This is an optimization exercise on Yosys and OpenROAD, whose aim is a short achievable clock period and few clock cycles, not a production implementation. Function was checked by simulation only, so behaviour that the tests miss may differ from the original. No activity file was given, so power comes from the tool's default toggle rates.

File: design.v
module remi16_core (
    input  wire        clk,
    input  wire        rst,           
    input  wire        start,         
    input  wire        mode,          
    output wire        ready,
    output reg         done,
    output reg  [1:0]  outcome,       
    output reg  [2:0]  fault_code,    
    input  wire [3:0]  dbg_sel,
    output wire [15:0] dbg_rdata,
    input  wire [14:0] prog_n,        
    output wire [13:0] imem_addr,     
    input  wire [31:0] imem_rdata,
    output wire        dmem_req,
    output wire        dmem_we,
    output wire [17:0] dmem_addr,     
    output wire [7:0]  dmem_wdata,
    input  wire        dmem_gnt,
    input  wire [7:0]  dmem_rdata     
);
    localparam [1:0] OUT_CONTINUE = 2'd0, OUT_HALT = 2'd1, OUT_FAULT = 2'd2;
    localparam [2:0] F_BUS = 3'd1, F_OPCODE = 3'd2, F_REG = 3'd3, F_FETCH = 3'd4;
    localparam [7:0] OP_NOP = 8'h00, OP_HLT = 8'h01, OP_MOV_LIT_REG = 8'h02,
                     OP_MOV_REG_REG = 8'h03, OP_MOV_REG_MEM = 8'h04,
                     OP_MOV_MEM_REG = 8'h05, OP_ADD_REG_REG = 8'h06;
    localparam [2:0] S_IDLE   = 3'd0,
                     S_FETCH  = 3'd1,
                     S_DECODE = 3'd2,
                     S_EXEC   = 3'd3,
                     S_MEM0   = 3'd4,    
                     S_RD0    = 3'd5,    
                     S_MEM1   = 3'd6,    
                     S_RD1    = 3'd7;    
    reg  [2:0]  state;
    reg         run_mode;
    reg  [31:0] ir;
    reg  [15:0] maddr;
    reg  [7:0]  rd_lo;
    reg  [15:0] x [0:15];
    wire [15:0] pc = x[0];
    wire [15:0] mb = x[5];
    wire [7:0]  op   = ir[7:0];
    wire [7:0]  arg0 = ir[15:8];
    wire [7:0]  arg1 = ir[23:16];
    wire [7:0]  arg2 = ir[31:24];
    wire [15:0] w_bw = ir[31:16];    
    wire [15:0] w_wb = ir[23:8];     
    reg bad_reg;
    always @(*) begin
        case (op)
            OP_MOV_LIT_REG: bad_reg = (arg2 > 8'd15);
            OP_MOV_REG_REG: bad_reg = (arg0 > 8'd15) || (arg1 > 8'd15);
            OP_MOV_REG_MEM: bad_reg = (arg0 > 8'd15);
            OP_MOV_MEM_REG: bad_reg = (arg2 > 8'd15);
            OP_ADD_REG_REG: bad_reg = (arg0 > 8'd15) || (arg1 > 8'd15);
            default:        bad_reg = 1'b0;
        endcase
    end
    wire        is_store = (op == OP_MOV_REG_MEM);
    wire [15:0] mem_ea   = is_store ? w_bw : w_wb;
    wire [3:0]  st_rs    = arg0[3:0];
    wire [3:0]  ld_rd    = arg2[3:0];
    wire fetch_bad = (pc[1:0] != 2'b00) || ({1'b0, pc[15:2]} >= prog_n);
    wire [15:0] acc_addr = (state == S_MEM1) ? (maddr + 16'd1) : maddr;
    wire [2:0]  region   = acc_addr[15] ? ({1'b0, mb[1:0]} + 3'd1) : 3'd0;
    assign dmem_req   = (state == S_MEM0) || (state == S_MEM1);
    assign dmem_we    = is_store;
    assign dmem_addr  = {region, acc_addr[14:0]};
    assign dmem_wdata = (state == S_MEM1) ? x[st_rs][15:8] : x[st_rs][7:0];
    assign imem_addr  = pc[15:2];
    assign ready      = (state == S_IDLE);
    assign dbg_rdata  = x[dbg_sel];
    integer i;
    always @(posedge clk) begin
        if (rst) begin
            state      <= S_IDLE;
            run_mode   <= 1'b0;
            done       <= 1'b0;
            outcome    <= OUT_CONTINUE;
            fault_code <= 3'd0;
            ir         <= 32'd0;
            maddr      <= 16'd0;
            rd_lo      <= 8'd0;
            for (i = 0; i < 16; i = i + 1)
                x[i] <= 16'd0;
        end else begin
            done <= 1'b0;
            case (state)
                S_IDLE: begin
                    if (start) begin
                        run_mode <= mode;
                        state    <= S_FETCH;
                    end
                end
                S_FETCH: begin
                    if (fetch_bad) begin
                        state      <= S_IDLE;
                        done       <= 1'b1;
                        outcome    <= OUT_FAULT;
                        fault_code <= F_FETCH;
                    end else begin
                        state <= S_DECODE;
                    end
                end
                S_DECODE: begin
                    ir    <= imem_rdata;
                    state <= S_EXEC;
                end
                S_EXEC: begin
                    if (op > OP_ADD_REG_REG) begin
                        state      <= S_IDLE;
                        done       <= 1'b1;
                        outcome    <= OUT_FAULT;
                        fault_code <= F_OPCODE;
                    end else if (bad_reg) begin
                        state      <= S_IDLE;
                        done       <= 1'b1;
                        outcome    <= OUT_FAULT;
                        fault_code <= F_REG;
                    end else begin
                        case (op)
                            OP_HLT: begin
                                state      <= S_IDLE;
                                done       <= 1'b1;
                                outcome    <= OUT_HALT;
                                fault_code <= 3'd0;
                            end
                            OP_MOV_REG_MEM, OP_MOV_MEM_REG: begin
                                if (mem_ea == 16'hFFFF) begin
                                    state      <= S_IDLE;
                                    done       <= 1'b1;
                                    outcome    <= OUT_FAULT;
                                    fault_code <= F_BUS;
                                end else begin
                                    maddr <= mem_ea;
                                    state <= S_MEM0;
                                end
                            end
                            OP_MOV_LIT_REG: begin
                                x[arg2[3:0]] <= w_wb;
                                x[0] <= ((arg2[3:0] == 4'd0) ? w_wb : pc) + 16'd4;
                                retire();
                            end
                            OP_MOV_REG_REG: begin
                                x[arg1[3:0]] <= x[arg0[3:0]];
                                x[0] <= ((arg1[3:0] == 4'd0) ? x[arg0[3:0]] : pc) + 16'd4;
                                retire();
                            end
                            OP_ADD_REG_REG: begin
                                x[1] <= x[arg0[3:0]] + x[arg1[3:0]];
                                x[0] <= pc + 16'd4;
                                retire();
                            end
                            default: begin  
                                x[0] <= pc + 16'd4;
                                retire();
                            end
                        endcase
                    end
                end
                S_MEM0: begin
                    if (dmem_gnt)
                        state <= is_store ? S_MEM1 : S_RD0;
                end
                S_RD0: begin
                    rd_lo <= dmem_rdata;
                    state <= S_MEM1;
                end
                S_MEM1: begin
                    if (dmem_gnt) begin
                        if (is_store) begin
                            x[0] <= pc + 16'd4;
                            retire();
                        end else begin
                            state <= S_RD1;
                        end
                    end
                end
                S_RD1: begin
                    x[ld_rd] <= {dmem_rdata, rd_lo};
                    x[0] <= ((ld_rd == 4'd0) ? {dmem_rdata, rd_lo} : pc) + 16'd4;
                    retire();
                end
                default: state <= S_IDLE;
            endcase
        end
    end
    task retire;
        begin
            if (run_mode) begin
                state <= S_FETCH;
            end else begin
                state      <= S_IDLE;
                done       <= 1'b1;
                outcome    <= OUT_CONTINUE;
                fault_code <= 3'd0;
            end
        end
    endtask
endmodule
File: run.sh
#!/bin/bash
# synth_recipe.tcl (not shown) runs the flow's synth.tcl, then flattens the netlist and writes it again
# the make line also repeats each setting of config.mk as NAME=value (left out here)
make -C /OpenROAD-flow-scripts/flow DESIGN_CONFIG=/design/flow/config.mk WORK_HOME=/design/flow/orfs CLKGATE_MAP_FILE= SYNTH_SCRIPT=/design/flow/synth_recipe.tcl finish
File: config.mk
export PLATFORM = sky130hd
export DESIGN_NAME = remi16_core
export DESIGN_NICKNAME = remi16_core
export VERILOG_FILES = /design/flow/design.v
export SDC_FILE = /design/flow/constraint.sdc
export NUM_CORES = 4
export LEC_CHECK = 0
export CAP_MARGIN = 20
export CORE_MARGIN = 2
export CORE_UTILIZATION = 40
export PLACE_DENSITY = 0.6
export SLEW_MARGIN = 20
File: constraint.sdc
create_clock -name core_clock -period 6.0 [get_ports {clk}]
set_input_delay 1.2000 -clock core_clock [delete_from_list [all_inputs] [get_ports {clk}]]
set_output_delay 1.2000 -clock core_clock [all_outputs]
set_load 0.01 [all_outputs]
==> results.toml <==
[critical_path]
cp_data_arrival_time_ps = 4060
crit_required_ps = 4800
critPathKind = "reg -> out"
end_kind = "primary output"
critPathMaxFanout = 19
start_kind = "flop"

[run_status]
status = "no timing/DRC/antenna violations"

[global_route]
grt_use_met2_pct = 43.6
met3_usage_pct = 5.86
grt_max_degree = 50
antenna_found_initial = 2
busiest_layer = "met2"
grt_pass1_wl_microns = 116000
grt_usage_pct = 27.5
grt_overflow_total = 0
grt_pass1_vias = 17213
use_met1_pct = 36.9

[synthesis]
synth_top_area_share_pct = 34.5
synth_xor_area_share_pct = 2.98
synth_mux_area_share_pct = 26.6
synthArstFlopShare_pct = 0
synth_area_leaders = "edfxtp_1 (34%), mux4_2 (21%), dfxtp_1 (6.6%), nor2_1 (5.3%), nand2_1 (3.6%)"
synth-simple-area-share_pct = 14.7
synth_top_cell_by_area = "edfxtp_1"
synth_compound_area_share_pct = 7.94
syn_nets = 2047
synthesis.area_sq_um = 22300
synth.distinct_cells = 81
syn_area_per_cell_sq_um = 11.5
synth_ff_type = "edfxtp_1"
ys_warn_count = 1
ys_seq_elements = 330
synthAdderAreaFrac_pct = 2.05
syn-instance-count = 1947
synth_seq_area_share_pct = 41.1
synth_edf_count = 256
synth_top_family_by_area = "multiplexers"

[routing]
wirelength_microns = 79000
wl_per_cell_microns = 28.4
drc_errors = 0
drtAntennaViolNets = 0
first_pass_iters = 6
num_vias = 17851
vias_per_cell = 6.41
initialDrtViolationCount = 2548

[sta]
period_minus_slack_ps = 5260
clock.fmax_mhz = 190
period_share_pct = 87.6
drv_slew = 0
rsz0062_at_grt = "false"
fin_setup_tns_ps = 0
finalSetupViolations = 0
skew_ps = 41.7
worstMarginPinSlew_ps = 1050
finalHoldViolations = 0
max_slew_margin_pct = 29.4

[clock_tree]
cts_setup_buffers = 0
root_buffer = "clkbuf_16"
clk_latency_ps = 580
cts_buffers = 40
cts_tree = "built"
h-tree-depth = 2
cts_resized = 0
holdBufCountCts = 0
path_clk_slew_ps = 60
clock_path_buffers = 3
cts_num_sinks = 330

[power]
comb_power_share_pct = 19.7
p_sw_share_pct = 29.3
p_per_area_nw_per_um2 = 250
leakagePower_nw = 8.54
p_int_w = 0.00450
pwr-share-seq_pct = 42.0
total_power_w = 0.00636
p_clk_share_pct = 38.3
switching_power_w = 0.00186
vdd_drop_max_mv = 0.207

[floorplanning]
die_h_microns = 240
initial_core_util_pct = 40.5
fp-row-count = 86
dieArea_sq_um = 57700
die_w_microns = 240
num_io_pins = 129
core-area_sq_um = 55100

[placed_design]
numPortBuffers = 128
dp_hpwl_microns = 55400
gp_congestion = 0.953

[layout]
synthToLayoutAreaGrowth_pct = 14.1
diodes = 0
drive_above_1_share_pct = 20.4
final_common_cell = "nor2_1"
final_nets = 2108
final_cell_mix = "nor2_1 (315), edfxtp_1 (256), nand2_1 (215)"

[run]
max_cap_violations = 0

[min_path]
hold_path_class = "reg -> reg"
-- power groups by stage --
stage / registers [W] / clock network (W) / logic (W)
6_report: 0.00267 / 0.00243 / 0.00125
3_5_place_dp: 0.00272 / 0 / 0.00123
4_1_cts: 0.00267 / 0.00245 / 0.00124
5_1_grt: 0.00268 / 0.00254 / 0.00133
2_1_floorplan: 0.00263 / 0 / 0.000872
3_3_place_gp: 0.00271 / 0 / 0.00122
-- registers in the layout (all words and copies together) (netlist names), named ones only --
register	flops
outcome	2
done	1
ir	32
rd_lo	8
fault_code	3
state	3
maddr	16
run_mode	1
x	256
-- cells in the mapped netlist, drive strengths merged (3+ instances only) --
cell type and n:
xor2 36, nor3 26, or3 8, o21a 6, clkbuf 89, o22ai 23, or2 4, mux2 22
xnor2 40, nand4 13, and3 15, a2111oi 6, a22oi 9, nand2 230, a21oi 117, and4 3
nor2b 5, nand3b 7, a31oi 11, a41oi 3, dfxtp 74, edfxtp 256, mux2i 40, o21bai 3
inv 28, o21ai 47, nor3b 3, nor4 9, nand3 49, and2 12, mux4 230, nand2b 24
o211ai 7, a21o 8, or4 5, a211oi 13, a211o 3, ha 35, nor2 316, buf 86
o31ai 4
-- through the flow --
step	cell area (sq um)	cells	hold WS (ps)	utilization [%]	setup WS, ps
6_report	25500	2785	461	46.2	745
5_1_grt	25500	2785	488	46.2	406
4_1_cts	25500	2785	464	46.2	661
3_5_place_dp	24200	2714	455	43.9	1240
3_3_place_gp	24100	2712	447	43.8	1260
2_1_floorplan	22300	1947	436	-	1170
-- final cells by class --
type,instances,area (sq um)
inverters,29,109
clock buffers,50,1070
repair buffers,194,1810
multi-input cells,1413,12100
well taps,748,936
clock inverters,21,208
flip-flops and latches,330,9180
fillers,5071,29600
-- worst max-delay path, cell delays in order, from the launching register on --
cell	delay, ps
dfxtp_1	690
nor2b_1	350
and2_1	480
and3_1	280
nand2_1	70
nor2_1	250
nand3_1	150
xor2_1	580
nor2b_1	100
clkdlybuf4s50_1	500
-- logic make-up (layout without fill, tap and decap cells) --
family	Yosys count	in the layout
AND/OR/NAND/NOR	736	736
buffers and inverters	204	294
multiplexers	292	292
XOR/XNOR	76	76
AO/OA/AOI/OAI	273	273
adder cells (fa/ha/maj)	36	36
flip-flops	330	330
-- final timing paths --
check | from | to | slack (ps) | depth (start not counted)
max | state[2] | dmem_addr[16] | 740 | 9
min | ir[6] | ir[6] | 460 | 2
min reg2reg | ir[6] | ir[6] | 460 | 2
max reg2reg | flop | x[1][14] | 1280 | 14
-- routing by layer --
metal / share of wire [%] / up-vias
met3: 11 / 196
met1: 39 / 8924
li1: - / 7476
met4: 4.3 / 2
met2: 46 / 1253
met5: 0.023 / -
Testbench counts, summed over its fixed seeds: cycles 26,671.

[what the ideal ports hide]
In the flow no input, the clock included, has a driving cell. The finished layout below was timed again as built, in two steps.
Step 1 (the two cells are an assumption about what drives the block):
set clk [get_ports {clk}]
set_driving_cell -lib_cell sky130_fd_sc_hd__clkbuf_16 $clk
set_driving_cell -lib_cell sky130_fd_sc_hd__buf_2 [delete_from_list [all_inputs] $clk]
Step 2 adds t to the input delays and takes it off the output delays; t is the mean of the earliest and latest rising clock arrival at the registers after step 1. Input paths then give back, and output paths get back, about the clock's delay inside the block.
Slacks: ideal ports / drivers / drivers and shift; pairs: ideal ports / drivers.
t (ns): 0.624
slack for setup (ns): 0.745 / 0.684 / 1.207
clock arrival spread, ns: 0.042 / 0.042
worst slew at a driven data input, ns: 0.06
pins driven straight from the clock port: 1
After both steps this run still meets setup and hold. The setup slack of this run moves by -0.061 ns with the drivers and by +0.462 ns with both steps.
